From an optimization exercise on the open Yosys and OpenROAD flow, aimed at small area; shortcuts taken in it are not production practice. Function was checked by simulation only, so behaviour that the tests miss may differ from the original. Power and IR drop assume default switching activity.

Design trinket_core, start of the top module:
module trinket_core (
    input  wire        clk,
    input  wire        rst,           
    input  wire        cmd_valid,
    input  wire [2:0]  cmd_op,
    input  wire [15:0] cmd_arg,
    output wire        cmd_ready,
    output wire [15:0] imem_addr,
    input  wire [15:0] imem_rdata,
    output wire [15:0] dmem_addr,
    output wire        dmem_we,
    output wire [15:0] dmem_wdata,
    input  wire [15:0] dmem_rdata,
    input  wire [2:0]  dbg_sel,
    output wire [15:0] dbg_data,
    output wire [15:0] pc_out,
    output wire        bp_hit
);
For scale: roughly 250 flip-flops, ~140 I/O pins.
Settings: LEC_CHECK=0, CAP_MARGIN=20, CORE_MARGIN=2, CORE_UTILIZATION=60, PLACE_DENSITY=0.75, SLEW_MARGIN=20; clock period 10.0 ns.
standard.sh (not shown) runs the stock make flow with config.mk's settings and CLKGATE_MAP_FILE= SYNTH_SCRIPT=/design/flow/synth_recipe.tcl, a recipe that flattens the netlist after the stock synthesis.
==> flow/flow/run.sh <==
#!/bin/bash
# Standard layout, with small port buffers and a lighter clock tree.
set -euo pipefail
bash standard.sh \
  "BUFFER_PORTS_ARGS=-buffer_cell sky130_fd_sc_hd__buf_1" \
  "CTS_ARGS=-sink_clustering_enable -repair_clock_nets -buf_list sky130_fd_sc_hd__clkbuf_4 -sink_clustering_size 10 -sink_clustering_max_diameter 30 -dont_use_dummy_load" \
  finish > make_finish.log 2>&1
==> next run, changes <==
==> flow/flow/run.sh (replaced) <==
#!/bin/bash
# Standard layout, with small port buffers and a lighter clock tree.
set -euo pipefail
bash standard.sh \
  "BUFFER_PORTS_ARGS=-buffer_cell sky130_fd_sc_hd__buf_1" \
  "CTS_ARGS=-sink_clustering_enable -repair_clock_nets -buf_list sky130_fd_sc_hd__clkbuf_8 -sink_clustering_size 12 -sink_clustering_max_diameter 40 -dont_use_dummy_load" \
  finish > make_finish.log 2>&1
CORE_UTILIZATION = 40   (was 60)
PLACE_DENSITY = 0.6   (was 0.75)
Hold slack improved by 0.021 ns.
Die area rises by 48%.
Count of clock-buffer cells in the layout falls by 9.
Wire length rises by 3.9%.
Power rises by 6.6%.
Clock power rises by 22%.
Design area rises by 2.7%.
Setup slack got worse by 0.15 ns.
Combinational power rises by about 3%.
Non-clock buffer count rises by 2.
==> next run, changes <==
==> flow/run.sh (new file) <==
#!/bin/bash
# synth_recipe.tcl (not shown) runs the flow's synth.tcl, then flattens the netlist and writes it again
# the make line also repeats each setting of config.mk as NAME=value (left out here)
make -C /OpenROAD-flow-scripts/flow DESIGN_CONFIG=/design/flow/config.mk WORK_HOME=/design/flow/orfs CLKGATE_MAP_FILE= SYNTH_SCRIPT=/design/flow/synth_recipe.tcl finish
removed: flow/flow/run.sh
removed: flow/standard.sh
=> Maximum frequency fell by 7.9%. Critical path depth does not change. Total power rose by 19%. Hold slack improves by 0.017 ns. Clock skew fell by 0.017 ns. Non-clock buffer count rose by 2. Routed wire length rose by 4.8%. Global-route usage rose by 0.89 points. Worst setup slack degrades by 0.68 ns. Die area stays the same.


The RTL this note starts from:
==> flow/design.v <==
module trinket_core (
    input  wire        clk,
    input  wire        rst,           
    input  wire        cmd_valid,
    input  wire [2:0]  cmd_op,
    input  wire [15:0] cmd_arg,
    output wire        cmd_ready,
    output wire [15:0] imem_addr,
    input  wire [15:0] imem_rdata,
    output wire [15:0] dmem_addr,
    output wire        dmem_we,
    output wire [15:0] dmem_wdata,
    input  wire [15:0] dmem_rdata,
    input  wire [2:0]  dbg_sel,
    output wire [15:0] dbg_data,
    output wire [15:0] pc_out,
    output wire        bp_hit
);
    localparam CMD_STEP   = 3'd0;
    localparam CMD_RUN    = 3'd1;
    localparam CMD_SETPC  = 3'd2;
    localparam CMD_ADDBP  = 3'd3;
    localparam CMD_DELBP  = 3'd4;
    localparam CMD_CLRREG = 3'd5;
    localparam OP_ADD  = 3'd0;
    localparam OP_ADDI = 3'd1;
    localparam OP_NAND = 3'd2;
    localparam OP_LUI  = 3'd3;
    localparam OP_SW   = 3'd4;
    localparam OP_LW   = 3'd5;
    localparam OP_BEQ  = 3'd6;
    localparam OP_JALR = 3'd7;
    localparam S_IDLE = 4'd0;    
    localparam S_CLR  = 4'd1;    
    localparam S_LDT  = 4'd2;    
    localparam S_ADD1 = 4'd3;    
    localparam S_ADD2 = 4'd4;    
    localparam S_DEL  = 4'd5;    
    localparam S_DEC  = 4'd6;    
    localparam S_EX1  = 4'd7;    
    localparam S_JAL2 = 4'd8;    
    localparam S_MEM  = 4'd9;    
    localparam S_LWWR = 4'd10;   
    localparam S_PC   = 4'd11;   
    localparam S_PL   = 4'd12;   
    localparam S_BPC  = 4'd13;   
    reg  [5:0]   ph;
    reg  [3:0]   st;
    reg          arm;        
    reg          c;          
    reg          f;          
    reg          g;          
    reg          tk;         
    reg          rb;         
    reg          hit;
    reg  [3:0]   bpv;
    reg  [111:0] xs;         
    reg  [63:0]  bp;         
    reg  [15:0]  pc;
    reg  [15:0]  A;
    reg  [15:0]  T;
    wire [3:0] p    = ph[3:0];
    wire       p0   = (p == 4'd0);
    wire       p15  = (p == 4'd15);
    wire       ph63 = (ph == 6'd63);
    wire [1:0] slot = ph[5:4];
    wire       idle = (st == S_IDLE);
    wire [15:0] instr  = imem_rdata;
    wire [2:0]  opcode = instr[15:13];
    wire [2:0]  ra     = instr[12:10];
    wire [2:0]  rb_    = instr[9:7];
    wire [2:0]  rc     = instr[2:0];
    wire [15:0] xr [0:7];
    genvar gi;
    generate
        assign xr[0] = 16'd0;
        for (gi = 1; gi < 8; gi = gi + 1) begin : g_xr
            assign xr[gi] = xs[16*gi-1 -: 16];
        end
    endgenerate
    wire [2:0]  sel1 = idle ? dbg_sel : (opcode[2] ? ra : rc);
    wire [15:0] m    = xr[sel1];
    wire [31:0] mm   = {m, m} << p;
    wire        x1s  = m[0];
    wire [15:0] mb   = xr[rb_];
    wire        x2s  = mb[0];
    wire        is_lui = (opcode == OP_LUI);
    wire [15:0] immv   = is_lui ? {instr[9:0], 6'd0} : {9'd0, instr[6:0]};
    wire        imm_s  = immv[p];
    wire        pc_s   = pc[p];
    wire        rd_s   = dmem_rdata[p];
    reg  oa, ob, cin0;
    reg  xwe, xclr, wbit;
    reg  aen, ain;
    reg  tin;
    reg  bpin;
    reg  d;               
    wire ci = p0 ? cin0 : c;
    wire s  = oa ^ ob ^ ci;
    wire co = (oa & ob) | (ci & (oa ^ ob));
    wire match = ~(f | d);           
    wire bpv_j = bpv[slot];
    wire add_wr = ~g & ~bpv_j;       
    always @(*) begin
        oa = 1'b0; ob = 1'b0; cin0 = 1'b0;
        xwe = 1'b0; xclr = 1'b0; wbit = 1'b0;
        aen = 1'b0; ain = A[0];
        tin = T[0];
        bpin = bp[0];
        d = 1'b0;
        case (st)
            S_CLR: if (arm) begin
                xclr = 1'b1;
                aen  = 1'b1;
                ain  = 1'b0;
            end
            S_LDT: if (arm) begin
                aen = 1'b1;
                tin = A[0];
            end
            S_ADD1, S_DEL: if (arm) begin
                aen = 1'b1;
                d   = A[0] ^ bp[0];
            end
            S_ADD2: begin
                aen = 1'b1;
                if (add_wr) bpin = A[0];
            end
            S_DEC: begin
                oa = T[0]; ob = 1'b1;
                tin = s;
            end
            S_EX1: case (opcode)
                OP_ADD:  begin oa = x2s; ob = x1s; xwe = 1'b1; wbit = s; end
                OP_ADDI: begin oa = x2s; ob = imm_s; xwe = 1'b1; wbit = s; end
                OP_NAND: begin xwe = 1'b1; wbit = ~(x2s & x1s); end
                OP_LUI:  begin xwe = 1'b1; wbit = imm_s; end
                OP_SW, OP_LW: begin oa = x2s; ob = imm_s; aen = 1'b1; ain = s; end
                OP_BEQ:  d = x1s ^ x2s;
                OP_JALR: begin oa = pc_s; cin0 = 1'b1; xwe = 1'b1; wbit = s; end
            endcase
            S_JAL2: begin aen = 1'b1; ain = x2s; end
            S_LWWR: begin xwe = 1'b1; wbit = rd_s; end
            S_PC: begin
                oa = pc_s; ob = g & imm_s; cin0 = 1'b1;
                aen = 1'b1; ain = s;
            end
            S_BPC: d = pc_s ^ bp[0];
            default: ;
        endcase
    end
    wire a_sh   = ~idle & aen;
    wire a_hold = ~idle & ~aen;
    integer r;
    always @(posedge clk) begin
        for (r = 1; r < 8; r = r + 1)
            xs[16*r-1 -: 16] <= {(xclr ? 1'b0 : (xwe && ra == r) ? wbit : xs[16*r-16]),
                                 xs[16*r-1 -: 15]};
        bp <= {bpin, bp[63:1]};
        T  <= {tin, T[15:1]};
        c  <= co;
        f  <= p15 ? 1'b0 : (f | d);
        A <= ({16{idle}} & cmd_arg) | ({16{a_sh}} & {ain, A[15:1]}) | ({16{a_hold}} & A);
        if (st == S_PL) pc <= A;
        if (rst) begin
            ph  <= 6'd0;
            st  <= S_CLR;
            arm <= 1'b0;
            tk  <= 1'b0;
            hit <= 1'b0;
            bpv <= 4'd0;
        end else begin
            ph  <= ph + 6'd1;
            if (idle)
                arm <= 1'b0;
            else if (p15 && (ph63 || !(st == S_ADD1 || st == S_DEL)))
                arm <= 1'b1;
            case (st)
                S_IDLE: if (cmd_valid) begin
                    tk <= (cmd_op == CMD_STEP) || (cmd_op == CMD_RUN);
                    rb <= (cmd_op == CMD_RUN);
                    g  <= 1'b0;
                    case (cmd_op)
                        CMD_STEP, CMD_RUN: begin hit <= 1'b0; st <= S_LDT; end
                        CMD_SETPC:  st <= S_PL;
                        CMD_ADDBP:  st <= S_ADD1;
                        CMD_DELBP:  st <= S_DEL;
                        CMD_CLRREG: st <= S_CLR;
                        default: ;
                    endcase
                end
                S_CLR:  if (arm && p15) st <= S_PL;
                S_LDT:  if (arm && p15) st <= S_DEC;
                S_ADD1: begin
                    if (arm && p15 && bpv_j && match) g <= 1'b1;
                    if (arm && ph63) st <= S_ADD2;
                end
                S_ADD2: begin
                    if (p15 && add_wr) begin
                        bpv[slot] <= 1'b1;
                        g <= 1'b1;
                    end
                    if (ph63) st <= S_IDLE;
                end
                S_DEL: begin
                    if (arm && p15 && match) bpv[slot] <= 1'b0;
                    if (arm && ph63) st <= S_IDLE;
                end
                S_DEC:  if (p15) st <= co ? S_EX1 : S_IDLE;
                S_EX1:  if (p15) begin
                    g <= (opcode == OP_BEQ) ? match : (opcode == OP_LW);
                    case (opcode)
                        OP_JALR:      st <= S_JAL2;
                        OP_SW, OP_LW: st <= S_MEM;
                        default:      st <= S_PC;
                    endcase
                end
                S_JAL2: if (p15) st <= S_PL;
                S_MEM:  if (p15) st <= g ? S_LWWR : S_PC;
                S_LWWR: if (p15) begin g <= 1'b0; st <= S_PC; end
                S_PC:   if (p15) st <= S_PL;
                S_PL: begin
                    if (!tk)                  st <= S_IDLE;
                    else if (!rb && p15)      st <= S_DEC;
                    else if (rb && ph63)      st <= S_BPC;
                end
                S_BPC: begin
                    if (p15 && bpv_j && match) hit <= 1'b1;
                    if (ph63) st <= (hit || (bpv_j && match)) ? S_IDLE : S_DEC;
                end
                default: st <= S_IDLE;
            endcase
        end
    end
    assign cmd_ready  = idle;
    assign imem_addr  = pc;
    assign pc_out     = pc;
    assign dmem_addr  = A;
    assign dmem_we    = (st == S_MEM) && p0 && !g && (A[15:13] != 3'b000);
    assign dbg_data   = mm[31:16];
    assign dmem_wdata = mm[31:16];
    assign bp_hit     = hit;
endmodule
clock: 10.0 ns
lec_check: 0
cap_margin: 0
core_margin: 2
core_utilization: 70
place_density: 0.8
slew_margin: 0
==> flow/flow/run.sh <==
#!/bin/bash
# Own layout flow:
#  1. the standard synthesis (standard.sh synth), unchanged;
#  2. its combinational logic re-mapped for area with a deeper ABC script (four
#     search seeds in parallel, the smallest result kept); every
#     flip-flop instance of step 1 is kept as it is (same cells, same names);
#  3. the standard ORFS flow from floorplan to finish on that netlist, with
#     buf_1 port buffers and a clock tree of clkbuf_4 cells.
# Each tool writes its full output to a log file in this folder.
set -euo pipefail
HERE=$(pwd)
LIB=$FLOW_HOME/platforms/$FLOW_PLATFORM/lib/sky130_fd_sc_hd__tt_025C_1v80.lib
RES=$HERE/orfs/results/$FLOW_PLATFORM/trinket_core/base
YOSYS=$FLOW_HOME/../tools/install/yosys/bin/yosys
[[ -x $YOSYS ]] || YOSYS=yosys

bash standard.sh synth > log_1_standard_synth.log 2>&1
cp "$RES/1_2_yosys.v" "$HERE/standard_synth.v"

python3 flow/gen_models.py "$LIB" "$HERE/cell_models.v" > log_2_gen_models.log 2>&1
DU=$(sed -n '/^export DONT_USE_CELLS/,/^#/p' "$FLOW_HOME/platforms/$FLOW_PLATFORM/config.mk" \
     | grep -o 'sky130_fd_sc_hd__[a-z0-9_]*' | sed 's/^/-dont_use /' | tr '\n' ' ')
# Re-map with four seeds of the ABC search in parallel; keep the smallest result.
for S in 0 1 2 3; do
  sed "s/&deepsyn -T 120/\&deepsyn -T 120 -S $S/" flow/deep.abc > deep_s$S.abc
  cat > remap_s$S.ys <<EOT
read_liberty -lib $LIB
read_verilog -overwrite $HERE/cell_models.v
read_verilog $HERE/standard_synth.v
hierarchy -top $FLOW_TOP
flatten
simplemap
opt -purge
opt_clean -purge
abc -liberty $LIB $DU -script $HERE/deep_s$S.abc
splitnets
opt_clean -purge
hilomap -singleton -hicell sky130_fd_sc_hd__conb_1 HI -locell sky130_fd_sc_hd__conb_1 LO
insbuf -buf sky130_fd_sc_hd__buf_4 A X
check
tee -o $HERE/remap_s$S.stat stat -liberty $LIB
write_verilog -noattr -nohex -nodec $HERE/remapped_s$S.v
EOT
  $YOSYS -s remap_s$S.ys > log_3_remap_yosys_s$S.log 2>&1 &
done
wait
BEST=$(for S in 0 1 2 3; do
  if [[ -s remapped_s$S.v && -s remap_s$S.stat ]]; then
    a=$(grep -o "Chip area for module .* [0-9.]*" remap_s$S.stat | grep -o "[0-9.]*$" || true)
    [[ -n "$a" ]] && echo "$a $S"
  fi
done | sort -n | head -1 | cut -d' ' -f2)
echo "best seed $BEST" > log_3_remap_choice.log
for S in 0 1 2 3; do grep "Chip area" remap_s$S.stat >> log_3_remap_choice.log || true; done
cp "$HERE/remapped_s$BEST.v" "$HERE/remapped.v"
cp "$HERE/remapped.v" "$RES/1_2_yosys.v"
rm -f "$RES/1_synth.odb"

bash standard.sh \
  "BUFFER_PORTS_ARGS=-buffer_cell sky130_fd_sc_hd__buf_1" \
  "CTS_ARGS=-sink_clustering_enable -repair_clock_nets -buf_list sky130_fd_sc_hd__clkbuf_4 -sink_clustering_size 10 -sink_clustering_max_diameter 30 -dont_use_dummy_load" \
  finish > log_4_finish.log 2>&1
Other scripts of this flow, unchanged in this note and not shown: flow/flow/deep.abc, flow/flow/gen_models.py
The starting point completed with no timing, DRC or antenna violations.
Change:
--- a/flow/config.mk
+++ b/flow/config.mk
@@ -6,7 +6,7 @@
 export NUM_CORES = 4
 export LEC_CHECK = 0
-export CAP_MARGIN = 0
+export CAP_MARGIN = 20
 export CORE_MARGIN = 2
-export CORE_UTILIZATION = 70
-export PLACE_DENSITY = 0.8
-export SLEW_MARGIN = 0
+export CORE_UTILIZATION = 60
+export PLACE_DENSITY = 0.75
+export SLEW_MARGIN = 20
Global-route usage decreases by 4.9 points.
Worst setup slack improves by 0.10 ns.
Fmax increases by 1.3%.
Utilization decreases by 9.8 points.
Power increases by 2.0%.
Non-clock buffer count increases by 2.
First-iteration DRC count decreases by 2.1%.
Via count decreases by 0.88%.
Count of clock-buffer cells in the layout increases by 5.
Die area increases by 16%.
Cell area increases by 1.0%.
Change:
==> flow/flow/run.sh (replaced) <==
#!/bin/bash
# Own layout flow:
#  1. the standard synthesis (standard.sh synth), unchanged;
#  2. its combinational logic re-mapped for area with a deeper ABC script; every
#     flip-flop instance of step 1 is kept as it is (same cells, same names);
#  3. the standard ORFS flow from floorplan to finish on that netlist, with
#     buf_1 port buffers and a clock tree of clkbuf_4 cells.
# Each tool writes its full output to a log file in this folder.
set -euo pipefail
HERE=$(pwd)
LIB=$FLOW_HOME/platforms/$FLOW_PLATFORM/lib/sky130_fd_sc_hd__tt_025C_1v80.lib
RES=$HERE/orfs/results/$FLOW_PLATFORM/trinket_core/base
YOSYS=$FLOW_HOME/../tools/install/yosys/bin/yosys
[[ -x $YOSYS ]] || YOSYS=yosys

bash standard.sh synth > log_1_standard_synth.log 2>&1
cp "$RES/1_2_yosys.v" "$HERE/standard_synth.v"

python3 flow/gen_models.py "$LIB" "$HERE/cell_models.v" > log_2_gen_models.log 2>&1
DU=$(sed -n '/^export DONT_USE_CELLS/,/^#/p' "$FLOW_HOME/platforms/$FLOW_PLATFORM/config.mk" \
     | grep -o 'sky130_fd_sc_hd__[a-z0-9_]*' | sed 's/^/-dont_use /' | tr '\n' ' ')
cat > remap.ys <<EOT
read_liberty -lib $LIB
read_verilog -overwrite $HERE/cell_models.v
read_verilog $HERE/standard_synth.v
hierarchy -top $FLOW_TOP
flatten
simplemap
opt -purge
opt_clean -purge
abc -liberty $LIB $DU -script $HERE/flow/deep.abc
splitnets
opt_clean -purge
hilomap -singleton -hicell sky130_fd_sc_hd__conb_1 HI -locell sky130_fd_sc_hd__conb_1 LO
insbuf -buf sky130_fd_sc_hd__buf_4 A X
check
stat -liberty $LIB
write_verilog -noattr -nohex -nodec $HERE/remapped.v
EOT
$YOSYS -s remap.ys > log_3_remap_yosys.log 2>&1
cp "$HERE/remapped.v" "$RES/1_2_yosys.v"
rm -f "$RES/1_synth.odb"

bash standard.sh \
  "BUFFER_PORTS_ARGS=-buffer_cell sky130_fd_sc_hd__buf_1" \
  "CTS_ARGS=-sink_clustering_enable -repair_clock_nets -buf_list \"sky130_fd_sc_hd__clkbuf_4 sky130_fd_sc_hd__clkbuf_8\" -sink_clustering_size 14 -sink_clustering_max_diameter 30 -dont_use_dummy_load" \
  finish > log_4_finish.log 2>&1
--- a/flow/config.mk
+++ b/flow/config.mk
@@ -8,5 +8,5 @@
 export CAP_MARGIN = 20
 export CORE_MARGIN = 2
-export CORE_UTILIZATION = 60
-export PLACE_DENSITY = 0.75
+export CORE_UTILIZATION = 70
+export PLACE_DENSITY = 0.8
 export SLEW_MARGIN = 20
=> This time the run stopped in clock tree synthesis (4_1_cts), error STA-0564. Synthesized cell count is unchanged. Synthesized area does not change.
Change:
--- a/flow/flow/run.sh
+++ b/flow/flow/run.sh
@@ -2,5 +2,6 @@
 # Own layout flow:
 #  1. the standard synthesis (standard.sh synth), unchanged;
-#  2. its combinational logic re-mapped for area with a deeper ABC script; every
+#  2. its combinational logic re-mapped for area with a deeper ABC script (four
+#     search seeds in parallel, the smallest result kept); every
 #     flip-flop instance of step 1 is kept as it is (same cells, same names);
 #  3. the standard ORFS flow from floorplan to finish on that netlist, with
@@ -20,5 +21,8 @@
 DU=$(sed -n '/^export DONT_USE_CELLS/,/^#/p' "$FLOW_HOME/platforms/$FLOW_PLATFORM/config.mk" \
      | grep -o 'sky130_fd_sc_hd__[a-z0-9_]*' | sed 's/^/-dont_use /' | tr '\n' ' ')
-cat > remap.ys <<EOT
+# Re-map with four seeds of the ABC search in parallel; keep the smallest result.
+for S in 0 1 2 3; do
+  sed "s/&deepsyn -T 120/\&deepsyn -T 120 -S $S/" flow/deep.abc > deep_s$S.abc
+  cat > remap_s$S.ys <<EOT
 read_liberty -lib $LIB
 read_verilog -overwrite $HERE/cell_models.v
@@ -29,5 +33,5 @@
 opt -purge
 opt_clean -purge
-abc -liberty $LIB $DU -script $HERE/flow/deep.abc
+abc -liberty $LIB $DU -script $HERE/deep_s$S.abc
 splitnets
 opt_clean -purge
@@ -35,8 +39,19 @@
 insbuf -buf sky130_fd_sc_hd__buf_4 A X
 check
-stat -liberty $LIB
-write_verilog -noattr -nohex -nodec $HERE/remapped.v
+tee -o $HERE/remap_s$S.stat stat -liberty $LIB
+write_verilog -noattr -nohex -nodec $HERE/remapped_s$S.v
 EOT
-$YOSYS -s remap.ys > log_3_remap_yosys.log 2>&1
+  $YOSYS -s remap_s$S.ys > log_3_remap_yosys_s$S.log 2>&1 &
+done
+wait
+BEST=$(for S in 0 1 2 3; do
+  if [[ -s remapped_s$S.v && -s remap_s$S.stat ]]; then
+    a=$(grep -o "Chip area for module .* [0-9.]*" remap_s$S.stat | grep -o "[0-9.]*$" || true)
+    [[ -n "$a" ]] && echo "$a $S"
+  fi
+done | sort -n | head -1 | cut -d' ' -f2)
+echo "best seed $BEST" > log_3_remap_choice.log
+for S in 0 1 2 3; do grep "Chip area" remap_s$S.stat >> log_3_remap_choice.log || true; done
+cp "$HERE/remapped_s$BEST.v" "$HERE/remapped.v"
 cp "$HERE/remapped.v" "$RES/1_2_yosys.v"
 rm -f "$RES/1_synth.odb"
@@ -44,4 +59,4 @@
 bash standard.sh \
   "BUFFER_PORTS_ARGS=-buffer_cell sky130_fd_sc_hd__buf_1" \
-  "CTS_ARGS=-sink_clustering_enable -repair_clock_nets -buf_list \"sky130_fd_sc_hd__clkbuf_4 sky130_fd_sc_hd__clkbuf_8\" -sink_clustering_size 14 -sink_clustering_max_diameter 30 -dont_use_dummy_load" \
+  "CTS_ARGS=-sink_clustering_enable -repair_clock_nets -buf_list sky130_fd_sc_hd__clkbuf_4 -sink_clustering_size 10 -sink_clustering_max_diameter 30 -dont_use_dummy_load" \
   finish > log_4_finish.log 2>&1
--- a/flow/config.mk
+++ b/flow/config.mk
@@ -8,5 +8,5 @@
 export CAP_MARGIN = 20
 export CORE_MARGIN = 2
-export CORE_UTILIZATION = 70
-export PLACE_DENSITY = 0.8
+export CORE_UTILIZATION = 75
+export PLACE_DENSITY = 0.84
 export SLEW_MARGIN = 20
=> This time the run finished with timing, DRC and antenna clean; area after synthesis stays the same; synthesized cell count is unchanged.

[separate check: timing with driven ports]
No port has a modelled driver above. Below, the same layouts with a new extraction and two added sets of constraints. Step 1: set_driving_cell puts a clkbuf_16 on clk and a buf_2 on each other input, an assumption about the parent block. Step 2 also shifts input and output timing later by t, the mid clock arrival at the registers, as if the neighbouring blocks saw the same clock. a / b / c = ideal ports / drivers / drivers and shift; a / b = the first two.
| run | shift t [ns] | setup slack, ns | worst setup path at the end | worst slew at a driven data input, ns |
|---|---|---|---|---|
| the first run of note 1 | 0.620 | 2.221 / 2.193 / 2.193 | input to output | 0.06 |
| the second run of note 1 | 0.588 | 2.068 / 2.000 / 2.000 | input to output | 0.07 |
| the third run of note 1 | 0.569 | 1.389 / 1.332 / 1.332 | input to output | 0.08 |
| the first run of note 2 | 0.599 | 2.053 / 2.022 / 2.022 | input to output | 0.06 |
| the second run of note 2 | 0.633 | 2.157 / 2.114 / 2.114 | input to output | 0.04 |
| the fourth run of note 2 | 0.606 | 2.411 / 2.378 / 2.378 | input to output | 0.05 |
After both steps every run listed still meets setup and hold. The setup slack of the second run of note 1, which loses most, moves by -0.068 ns with the drivers and by -0.068 ns with both steps.
